Source: an optimization exercise on an open RTL-to-GDS flow (aim: small area, a short achievable clock period and few clock cycles per item). Production flows keep margins and buffers that such runs may drop.
At most, simulation tests tie the RTL to the original design; equivalence was not proved.
Power figures rest on the tool's default switching activity, not on a simulated workload.

==> flow/design.v <==
module tone_divisor_search (
    input  wire        clk,
    input  wire        rst,       
    input  wire        start,
    input  wire [31:0] hz,        
    output wire        ready,
    output reg         done,
    output wire [7:0]  div,       
    output wire [15:0] cmp,       
    output wire [33:0] err        
);
    localparam [25:0] N    = 26'd42000000;
    localparam [26:0] HALF = 27'd21000000;
    localparam [1:0] P_DIV = 2'd0, P_RND = 2'd1, P_NEG = 2'd2, P_SHF = 2'd3;
    reg        busy;
    reg [1:0]  ph;
    reg        big;       
    reg [4:0]  cnt;       
    reg [31:0] hzr;
    reg [33:0] R;         
    reg [15:0] X;         
    reg [1:0]  K;         
    assign ready = ~busy;
    assign div   = {K == 2'd3, 1'b0, K == 2'd2, 1'b0, K == 2'd1, 1'b0, K == 2'd0, 1'b0};
    assign cmp   = X;
    assign err   = {R[33:1], 1'b0};
    wire t10 = |hz[31:10];
    wire t12 = |hz[31:12];
    wire t13 = |hz[31:13];
    wire t14 = |hz[31:14];
    wire t15 = |hz[31:15];
    wire t18 = |hz[31:18];
    wire tiny_in = (hz[31:4] == 28'd0) && (hz[3:0] <= 4'd10);
    wire big_in  = (hz > 32'd21000000);
    reg [26:0] r_in;
    reg [4:0]  c_in;      
    always @(*) begin
        if (big_in)   begin r_in = HALF;               c_in = 5'd1;  end
        else if (t18) begin r_in = {1'b0, N >> 8};     c_in = 5'd7;  end
        else if (t15) begin r_in = {1'b0, N >> 11};    c_in = 5'd10; end
        else if (t14) begin r_in = {1'b0, N >> 12};    c_in = 5'd11; end
        else if (t13) begin r_in = {1'b0, N >> 13};    c_in = 5'd12; end
        else if (t12) begin r_in = {1'b0, N >> 14};    c_in = 5'd13; end
        else if (t10) begin r_in = {1'b0, N >> 16};    c_in = 5'd15; end
        else          begin r_in = {1'b0, N >> 22};    c_in = 5'd21; end
    end
    wire [3:0]  t_hi   = 4'd10 - hz[3:0];
    wire [9:0]  t_lo   = 10'd890 + {6'd0, hz[3:0]};
    wire [33:0] r_tiny = {7'd0, t_hi, 6'd0, t_lo, 7'd0};
    wire [1:0] k = (hzr >= 32'd641) ? 2'd0 : (hzr >= 32'd161) ? 2'd1 :
                   (hzr >= 32'd41)  ? 2'd2 : 2'd3;
    wire        neg   = (ph == P_NEG);
    wire        nbit  = (ph == P_DIV) & N[cnt];
    wire [26:0] A     = neg ? ~R[26:0] : {R[25:0], nbit};
    wire [26:0] Bx    = hzr[26:0] ^ {27{~neg}};
    wire        cin   = neg ? big : (ph == P_DIV);
    wire [27:0] S     = {1'b0, A} + {1'b0, Bx} + {27'd0, cin};
    wire        co    = S[27];
    wire        take  = neg | ((ph == P_DIV || ph == P_RND) & co);
    wire [26:0] r_lo  = take ? S[26:0] : A;
    wire [4:0]  hi5   = hzr[31:27] - {4'd0, ~co};
    wire [6:0]  r_hi  = (ph == P_SHF) ? R[32:26] : (neg & big) ? {2'b0, hi5} : 7'd0;
    wire [15:0] x_inc = X + 16'd1;
    always @(posedge clk) begin
        if (rst) begin
            busy <= 1'b0;
            done <= 1'b0;
        end else begin
            done <= 1'b0;
            if (!busy) begin
                if (start) begin
                    hzr <= hz;
                    big <= big_in;
                    R   <= tiny_in ? r_tiny : {7'd0, r_in};
                    X   <= tiny_in ? 16'hFFFF : big_in ? 16'd2 : 16'd0;
                    cnt <= c_in;
                    ph  <= big_in ? P_NEG : P_DIV;
                    if (tiny_in) begin
                        K    <= 2'd3;
                        done <= 1'b1;
                    end else begin
                        busy <= 1'b1;
                    end
                end
            end else begin
                R <= {r_hi, r_lo};
                case (ph)
                    P_DIV: begin
                        X   <= {X[14:0], co};
                        cnt <= cnt - 5'd1;
                        if (cnt == {2'd0, k, 1'b0}) ph <= P_RND;
                    end
                    P_RND, P_NEG: begin
                        if (ph == P_RND && co) X <= x_inc;
                        K <= k;
                        if (ph == P_RND && co) begin
                            ph <= P_NEG;
                        end else if (k == 2'd0 && !big) begin
                            busy <= 1'b0;
                            done <= 1'b1;
                        end else begin
                            ph <= P_SHF;
                        end
                    end
                    default: begin
                        cnt <= cnt - 5'd1;
                        if (cnt == 5'd0) begin
                            busy <= 1'b0;
                            done <= 1'b1;
                        end
                    end
                endcase
            end
        end
    end
endmodule
clock: 10.0 ns
lec_check: 0
cap_margin: 20
core_margin: 2
core_utilization: 40
place_density: 0.6
slew_margin: 20
standard.sh (not shown) runs the stock make flow with config.mk's settings and CLKGATE_MAP_FILE= SYNTH_SCRIPT=/design/flow/synth_recipe.tcl, a recipe that flattens the netlist after the stock synthesis.
==> flow/flow/run.sh <==
#!/bin/bash
# Standard ORFS layout (the standard.sh), with a larger setup-slack
# target for timing repair and buf_2 cells as the port buffers.
set -euo pipefail
export SETUP_SLACK_MARGIN=5.5
export BUFFER_PORTS_ARGS="-buffer_cell sky130_fd_sc_hd__buf_2"
bash standard.sh > standard.log 2>&1
Edit:
==> flow/run.sh (new file) <==
#!/bin/bash
# synth_recipe.tcl (not shown) runs the flow's synth.tcl, then flattens the netlist and writes it again
# the make line also repeats each setting of config.mk as NAME=value (left out here)
make -C /OpenROAD-flow-scripts/flow DESIGN_CONFIG=/design/flow/config.mk WORK_HOME=/design/flow/orfs CLKGATE_MAP_FILE= SYNTH_SCRIPT=/design/flow/synth_recipe.tcl finish
- SETUP_SLACK_MARGIN: unset -> 5
removed: flow/flow/run.sh
removed: flow/standard.sh
Via count decreases by 2.7%.
Design area rose by 3.9%.
Synthesized area stays the same.
Function was not checked in any run of this note: the RTL went through the layout flow alone.

* * *

Another version of the RTL of tone_divisor_search (not shown whole).
Size: about 92 flip-flops, ~95 I/O pins, ~6700 µm² of cells after synthesis.
## tone_divisor_search
module tone_divisor_search (
    input  wire        clk,
    input  wire        rst,       
    input  wire        start,
    input  wire [31:0] hz,        
    output wire        ready,
    output reg         done,
    output wire [7:0]  div,       
    output wire [15:0] cmp,       
    output wire [33:0] err        
);
Settings: LEC_CHECK=0, CAP_MARGIN=20, CORE_MARGIN=2, CORE_UTILIZATION=40, CTS_BUF_LIST=sky130_fd_sc_hd__clkbuf_4 sky130_fd_sc_hd__clkbuf_8, PLACE_DENSITY=0.6, SLEW_MARGIN=20, TNS_END_PERCENT=0; clock period 10.0 ns.
==> flow/flow/run.sh <==
#!/bin/bash
# Standard ORFS layout (the standard.sh), with a larger setup-slack
# target for timing repair and buf_2 cells as the port buffers.
set -euo pipefail
export SETUP_SLACK_MARGIN=6.5
export BUFFER_PORTS_ARGS="-buffer_cell sky130_fd_sc_hd__buf_2"
bash standard.sh > standard.log 2>&1
Testbench counts at the start, summed over its fixed seeds: cycles 19,890, items 1,280.
==> next run, changes <==
CTS_BUF_LIST = unset   (was sky130_fd_sc_hd__clkbuf_4 sky130_fd_sc_hd__clkbuf_8)
=> Final cell count climbs by 0.39%. Area after synthesis is unchanged. Via count stays flat.
==> next run, changes <==
--- a/flow/flow/run.sh
+++ b/flow/flow/run.sh
@@ -4,3 +4,3 @@
 set -euo pipefail
-export SETUP_SLACK_MARGIN=6.5
+export SETUP_SLACK_MARGIN=6.8
 export BUFFER_PORTS_ARGS="-buffer_cell sky130_fd_sc_hd__buf_2"
CTS_BUF_LIST = sky130_fd_sc_hd__clkbuf_8   (was unset)
=>
- cell area climbs by 6.3%
- routed wire length climbs by 8.8%
- global-route usage climbs by 0.96 points
- worst setup slack gets better by 0.21 ns
- non-clock buffer count climbs by 15
- sequential share of layout area drops by 1.6 points
- area after synthesis is unchanged
- die area stays the same
- fmax climbs by 6.3%
- combinational power climbs by 21%
==> next run, changes <==
--- a/flow/flow/run.sh
+++ b/flow/flow/run.sh
@@ -4,3 +4,3 @@
 set -euo pipefail
-export SETUP_SLACK_MARGIN=6.8
+export SETUP_SLACK_MARGIN=6.6
 export BUFFER_PORTS_ARGS="-buffer_cell sky130_fd_sc_hd__buf_2"
CORE_UTILIZATION = 50   (was 40)
What happened: Total power came out lower by a few percent; routed wire length shrinks by a few percent; cell area drops by a few percent; via count falls slightly; synthesized area stays the same; non-clock buffer count goes down by 4.

==> afterwards: timing with drivers on the ports <==
No port has a modelled driver above. Below, the same layouts with a new extraction and two added sets of constraints. Step 1, drivers: a clkbuf_16 drives clk and a buf_2 each remaining input, both assumed. Step 2, shift: input delay + t, output delay - t, t = (earliest + latest rising clock arrival at the registers) / 2. This alone moves slack from input paths to output paths. Slacks: no drivers / after step 1 / after step 2; pairs: no drivers / after step 1.
| run | t, ns | setup WS [ns] | worst setup path at the end | slew at the worst register clock pin (ns) | worst slew at a driven data input, ns |
|---|---|---|---|---|---|
| the first run of note 1 | 0.398 | 5.653 / 5.673 / 5.276 | input to register | 0.07 / 0.07 | 0.06 |
| the second run of note 1 | 0.396 | 5.169 / 5.193 / 4.797 | input to register | 0.07 / 0.07 | 0.04 |
| the first run of note 2 | 0.421 | 6.462 / 6.481 / 6.060 | input to register | 0.10 / 0.10 | 0.03 |
| the second run of note 2 | 0.397 | 6.473 / 6.490 / 6.093 | input to register | 0.07 / 0.07 | 0.03 |
| the third run of note 2 | 0.423 | 6.681 / 6.681 / 6.282 | input to register | 0.10 / 0.10 | 0.04 |
| the fourth run of note 2 | 0.420 | 6.550 / 6.550 / 6.164 | input to register | 0.10 / 0.10 | 0.03 |
After both steps setup and hold are still met in every run listed. The setup slack of the first run of note 2, which loses most, moves by +0.019 ns with the drivers and by -0.402 ns with both steps.
